This design comes from an exercise in tuning for small area and few clock cycles on the open sky130 flow, not from production work.
Function was checked by simulation only, so behaviour that the tests miss may differ from the original.
No driver is modelled on the clock port, so clock power and skew are understated where the tree is cut down; a real chip needs a root buffer or a tree.
No activity file was given, so power comes from the tool's default toggle rates.

==> flow/design.v (excerpt) <==
module frame_codec (
    input  wire        clk,
    input  wire        rst,
    input  wire        mode_wr,
    input  wire        mode_wdata,
    output wire        mode,
    input  wire        tx_valid,
    output wire        tx_ready,
    input  wire [15:0] tx_type,
    input  wire [15:0] tx_len,
    input  wire        txd_valid,
    output wire        txd_ready,
    input  wire [7:0]  txd_data,
    output wire        enc_valid,
    input  wire        enc_ready,
    output wire [7:0]  enc_data,
    output wire        enc_last,
    input  wire        rx_valid,
    input  wire [7:0]  rx_data,
    input  wire        rx_last,
    output wire        rxd_valid,
    output wire [7:0]  rxd_data,
    output wire        dec_done,
    output wire [2:0]  dec_status,
    output wire [15:0] dec_type,
    output wire [15:0] dec_len
);
Size in the first run: roughly 820 cells after synthesis.
export LEC_CHECK = 0
export CAP_MARGIN = 20
export CORE_MARGIN = 2
export CORE_UTILIZATION = 40
export PLACE_DENSITY = 0.6
export SLEW_MARGIN = 20
create_clock -name core_clock -period 7.0 [get_ports {clk}]
standard.sh (not shown) runs the stock make flow with config.mk's settings and CLKGATE_MAP_FILE= SYNTH_SCRIPT=/design/flow/synth_recipe.tcl, a recipe that flattens the netlist after the stock synthesis.
==> flow/flow/run.sh <==
#!/bin/bash
# Layout flow: the standard flow (standard.sh) with
#  - synthesis mapped by an area-oriented ABC script (flow/my_synth.tcl),
#  - port buffers of the smallest buffer cell,
#  - CTS with smaller clock buffers and no dummy loads.
# Each tool's output goes to a log file in this folder (ORFS's own logs
# stay under orfs/logs).
set -e
W=$(pwd)
sed "s#SYNTH_SCRIPT=[^ ]*#SYNTH_SCRIPT=$W/flow/my_synth.tcl#" standard.sh > my_standard.sh
export MY_ABC_SCRIPT=$W/flow/abc_area.script
export BUFFER_PORTS_ARGS="-buffer_cell sky130_fd_sc_hd__buf_1"
export CTS_ARGS="${CTS_ARGS_X:--sink_clustering_enable -repair_clock_nets -dont_use_dummy_load -buf_list sky130_fd_sc_hd__clkbuf_8 -sink_clustering_size 20 -sink_clustering_max_diameter 100}"
bash my_standard.sh > standard.log 2>&1
==> flow/flow/abc_area.script <==
strash
dc2
&get -n
&st
&dch
&nf -a
&put
topo
dnsize
==> flow/flow/my_synth.tcl <==
# synth_recipe.tcl with one change: Yosys's abc runs the area-oriented
# script in $MY_ABC_SCRIPT instead of ORFS's. Registers are mapped before
# abc, so they come out as in the standard synthesis.
proc synth {args} { yosys synth -nofsm -noshare {*}$args }
proc abc {args} {
  set i [lsearch $args -script]
  if {$i >= 0 && [info exists ::env(MY_ABC_SCRIPT)]} { lset args [expr {$i+1}] $::env(MY_ABC_SCRIPT) }
  yosys abc {*}$args
}
source $::env(SCRIPTS_DIR)/synth.tcl
# left out here: clear keep_hierarchy, flatten, clean up, hide names made inside functions, write 1_2_yosys.v
The starting point went through all stages and came out clean.
Testbench counts at the start, summed over its fixed seeds: cycles 22,351.
Then changed:
--- a/flow/flow/run.sh
+++ b/flow/flow/run.sh
@@ -12,3 +12,3 @@
 export BUFFER_PORTS_ARGS="-buffer_cell sky130_fd_sc_hd__buf_1"
-export CTS_ARGS="${CTS_ARGS_X:--sink_clustering_enable -repair_clock_nets -dont_use_dummy_load -buf_list sky130_fd_sc_hd__clkbuf_8 -sink_clustering_size 20 -sink_clustering_max_diameter 100}"
+export CTS_ARGS="${CTS_ARGS_X:--sink_clustering_enable -repair_clock_nets -dont_use_dummy_load -buf_list sky130_fd_sc_hd__clkbuf_16 -sink_clustering_size 40 -sink_clustering_max_diameter 150}"
 bash my_standard.sh > standard.log 2>&1
Effect: The new run finished with timing, DRC and antenna clean. Core utilization goes up by 0.95 points. Synthesized area stays the same. Routed wire length goes up by 0.50%.
Then changed:
==> flow/run.sh (new file) <==
#!/bin/bash
# synth_recipe.tcl (not shown) runs the flow's synth.tcl, then flattens the netlist and writes it again
# the make line also repeats each setting of config.mk as NAME=value (left out here)
make -C /OpenROAD-flow-scripts/flow DESIGN_CONFIG=/design/flow/config.mk WORK_HOME=/design/flow/orfs CLKGATE_MAP_FILE= SYNTH_SCRIPT=/design/flow/synth_recipe.tcl finish
removed: flow/flow/run.sh
removed: flow/flow/abc_area.script
removed: flow/flow/my_synth.tcl
removed: flow/standard.sh
Effect:
- fmax fell by 5.2%
- register-to-register slack improves by 220 ps
- hold slack gains 31 ps
- global-route usage goes up by 1.1 points
- worst setup slack gets worse by 340 ps
- wire length goes up by 12%
- die area goes up by 8.9%
- final cell count grows by 8.0%
Then changed:
==> flow/flow/run.sh (new file) <==
#!/bin/bash
# Layout flow: the standard flow (standard.sh) with
#  - synthesis mapped by an area-oriented ABC script (flow/my_synth.tcl),
#  - port buffers of the smallest buffer cell,
#  - CTS with smaller clock buffers and no dummy loads.
# Each tool's output goes to a log file in this folder (ORFS's own logs
# stay under orfs/logs).
set -e
W=$(pwd)
sed "s#SYNTH_SCRIPT=[^ ]*#SYNTH_SCRIPT=$W/flow/my_synth.tcl#" standard.sh > my_standard.sh
export MY_ABC_SCRIPT=$W/flow/abc_area.script
export BUFFER_PORTS_ARGS="-buffer_cell sky130_fd_sc_hd__buf_1"
export CTS_ARGS="${CTS_ARGS_X:--sink_clustering_enable -repair_clock_nets -dont_use_dummy_load -buf_list sky130_fd_sc_hd__clkbuf_8}"
bash my_standard.sh > standard.log 2>&1
==> flow/flow/abc_area.script (new file) <==
strash
dc2
&get -n
&st
&dch
&nf -a
&put
topo
dnsize
==> flow/flow/my_synth.tcl (new file) <==
# synth_recipe.tcl with one change: Yosys's abc runs the area-oriented
# script in $MY_ABC_SCRIPT instead of ORFS's. Registers are mapped before
# abc, so they come out as in the standard synthesis.
proc synth {args} { yosys synth -nofsm -noshare {*}$args }
proc abc {args} {
  set i [lsearch $args -script]
  if {$i >= 0 && [info exists ::env(MY_ABC_SCRIPT)]} { lset args [expr {$i+1}] $::env(MY_ABC_SCRIPT) }
  yosys abc {*}$args
}
source $::env(SCRIPTS_DIR)/synth.tcl
# left out here: clear keep_hierarchy, flatten, clean up, hide names made inside functions, write 1_2_yosys.v
==> flow/standard.sh (new file) <==
#!/bin/bash
# synth_recipe.tcl (not shown) runs the flow's synth.tcl, then flattens the netlist and writes it again
# the make line also repeats each setting of config.mk as NAME=value (left out here)
make -C /OpenROAD-flow-scripts/flow DESIGN_CONFIG=/design/flow/config.mk WORK_HOME=/design/flow/orfs CLKGATE_MAP_FILE= SYNTH_SCRIPT=/design/flow/synth_recipe.tcl "${@:-finish}"
removed: flow/run.sh
The new run ran to the end with no violations.
Total power goes up by 5.2%.
Global-route usage goes down by 1.2 points.
Setup slack improves by 330 ps.

========
Another version of the RTL of frame_codec (not shown whole).
For scale: roughly 140 flip-flops, ~120 I/O pins, ~0.0078 mm2 of cells after synthesis.
## frame_codec
module frame_codec (
    input  wire        clk,
    input  wire        rst,
    input  wire        mode_wr,
    input  wire        mode_wdata,
    output wire        mode,
    input  wire        tx_valid,
    output wire        tx_ready,
    input  wire [15:0] tx_type,
    input  wire [15:0] tx_len,
    input  wire        txd_valid,
    output wire        txd_ready,
    input  wire [7:0]  txd_data,
    output wire        enc_valid,
    input  wire        enc_ready,
    output wire [7:0]  enc_data,
    output wire        enc_last,
    input  wire        rx_valid,
    input  wire [7:0]  rx_data,
    input  wire        rx_last,
    output wire        rxd_valid,
    output wire [7:0]  rxd_data,
    output wire        dec_done,
    output wire [2:0]  dec_status,
    output wire [15:0] dec_type,
    output wire [15:0] dec_len
);
    reg  mode_reg;
    reg  wr_last;
    wire mode_flip;
    wire mode_now = mode_reg ^ (mode_flip && !wr_last);
    always @(posedge clk) begin
        if (rst)
            mode_reg <= 1'b0;
        else if (mode_wr)
            mode_reg <= mode_wdata;
        else
            mode_reg <= mode_now;
        wr_last <= mode_wr;
    end
    assign mode = mode_now;
    fc_encoder u_enc (
        .clk       (clk),
        .rst       (rst),
        .mode      (mode_now),
        .tx_valid  (tx_valid),
        .tx_ready  (tx_ready),
        .tx_type   (tx_type),
        .tx_len    (tx_len),
        .txd_valid (txd_valid),
        .txd_ready (txd_ready),
        .txd_data  (txd_data),
        .enc_valid (enc_valid),
        .enc_ready (enc_ready),
        .enc_data  (enc_data),
        .enc_last  (enc_last)
    );
    fc_decoder u_dec (
        .clk       (clk),
        .rst       (rst),
        .mode      (mode_reg),
        .rx_valid  (rx_valid),
        .rx_data   (rx_data),
  ...
clock: 7.0 ns
lec_check: 0
cap_margin: 0
core_margin: 2
core_utilization: 55
place_density: 0.75
slew_margin: 0
==> flow/flow/run.sh <==
#!/bin/bash
# Layout flow: the standard flow (standard.sh) with
#  - synthesis mapped by several area-oriented ABC scripts, keeping the
#    smallest netlist (flow/my_synth.tcl, flow/s*.script),
#  - power recovery after global routing (RECOVER_POWER=100), which downsizes
#    cells off the critical paths,
#  - port buffers of the smallest buffer cell, repair aiming at the
#    library limits themselves (CAP_MARGIN, SLEW_MARGIN 0 in config.mk),
#  - a clock tree made by hand (flow/manual_cts.tcl, sourced before ORFS's
#    CTS step, replaces clock_tree_synthesis): 6 clkbuf_16 leaf buffers,
#    each for a sixth of the registers, fed by one clkbuf_8.
# Each tool's output goes to a log file in this folder (ORFS's own logs
# stay under orfs/logs).
set -e
W=$(pwd)
sed "s#SYNTH_SCRIPT=[^ ]*#SYNTH_SCRIPT=$W/flow/my_synth.tcl#" standard.sh > my_standard.sh
export MY_ABC_SCRIPTS="$(ls $W/flow/s*.script | tr '\n' ' ')"
export RECOVER_POWER=100
export BUFFER_PORTS_ARGS="-buffer_cell sky130_fd_sc_hd__buf_1"
export PRE_CTS_TCL=$W/flow/manual_cts.tcl
export CTS_GROUPS=6
export CTS_CELL=sky130_fd_sc_hd__clkbuf_16
export CTS_ROOT=sky130_fd_sc_hd__clkbuf_8
bash my_standard.sh > standard.log 2>&1
Other scripts of this flow, unchanged in this note and not shown: flow/flow/manual_cts.tcl, flow/flow/my_synth.tcl, flow/flow/s01.script, flow/flow/s02.script, flow/flow/s03.script, flow/flow/s04.script, flow/flow/s05.script, flow/flow/s06.script, flow/flow/s07.script, flow/flow/s08.script, flow/flow/s09.script, flow/flow/s10.script, flow/flow/s11.script, flow/flow/s12.script, flow/flow/s13.script, flow/flow/s14.script, flow/flow/s15.script, flow/flow/s16.script, flow/flow/s17.script, flow/flow/s18.script
The baseline completed, yet does not pass: max-capacitance violations, max-slew violations.
Testbench counts at the start, summed over its fixed seeds: cycles 22,351.
Then changed:
--- a/flow/flow/run.sh
+++ b/flow/flow/run.sh
@@ -4,4 +4,2 @@
 #    smallest netlist (flow/my_synth.tcl, flow/s*.script),
-#  - power recovery after global routing (RECOVER_POWER=100), which downsizes
-#    cells off the critical paths,
 #  - port buffers of the smallest buffer cell, repair aiming at the
@@ -17,3 +15,2 @@
 export MY_ABC_SCRIPTS="$(ls $W/flow/s*.script | tr '\n' ' ')"
-export RECOVER_POWER=100
 export BUFFER_PORTS_ARGS="-buffer_cell sky130_fd_sc_hd__buf_1"
Now the flow passed the timing, design-rule and antenna checks.
Flip-flop and latch count does not change.
Core utilization rose by 0.17 points.
Global-route usage is unchanged.
Via count hardly moves.
Then changed:
--- a/flow/config.mk
+++ b/flow/config.mk
@@ -9,4 +9,5 @@
 export CORE_MARGIN = 2
-export CORE_UTILIZATION = 55
-export PLACE_DENSITY = 0.75
+export CORE_UTILIZATION = 40
+export GPL_TIMING_DRIVEN = 0
+export PLACE_DENSITY = 0.6
 export SLEW_MARGIN = 0
First-iteration DRC count shrinks by about 33%.
Wire length grows by about 5%.
Worst setup slack loses 0.30 ns.
Then changed:
--- a/flow/config.mk
+++ b/flow/config.mk
@@ -9,5 +9,4 @@
 export CORE_MARGIN = 2
-export CORE_UTILIZATION = 40
-export GPL_TIMING_DRIVEN = 0
-export PLACE_DENSITY = 0.6
+export CORE_UTILIZATION = 65
+export PLACE_DENSITY = 0.8
 export SLEW_MARGIN = 0
After rerunning: Routed wire length shrinks by about 4%; sequential share of layout area came out higher by 0.96 points; cell area shrinks by 2.3%; total power came out higher by 0.54%; sequential power is about the same; combinational power is about the same; worst hold slack gets worse by 0.0070 ns; via count increases by 3.1%; setup slack is better by 0.17 ns; core utilization increases by 27 points.
In every run of this note, the design's own scripts or RTL, not TritonCTS, make the clock network.

==> static timing again, ports no longer ideal <==
In the flow no input, the clock included, has a driving cell. The finished layouts below were timed again as built, in two steps.
Step 1, drivers: a clkbuf_16 drives clk and a buf_2 each remaining input, both assumed.
Step 2 also shifts input and output timing later by t, the mid clock arrival at the registers, as if the neighbouring blocks saw the same clock.
Slacks: no drivers / after step 1 / after step 2; pairs: no drivers / after step 1.
run | shift t [ns] | setup WS [ns] | worst register clock-pin slew, ns
the first run of note 1 | 0.466 | 0.823 / 0.784 / 1.250 | 0.10 / 0.10
the second run of note 1 | 0.452 | 0.828 / 0.783 / 1.235 | 0.07 / 0.07
the third run of note 1 | 0.467 | 0.492 / 0.445 / 0.911 | 0.07 / 0.07
the fourth run of note 1 | 0.466 | 0.823 / 0.784 / 1.250 | 0.10 / 0.10
the first run of note 2 | 0.429 | 0.913 / 0.880 / 1.191 | 0.10 / 0.10
the second run of note 2 | 0.429 | 0.902 / 0.870 / 1.177 | 0.10 / 0.10
the third run of note 2 | 0.447 | 0.598 / 0.557 / 1.004 | 0.10 / 0.10
the fourth run of note 2 | 0.441 | 0.767 / 0.734 / 1.174 | 0.10 / 0.10
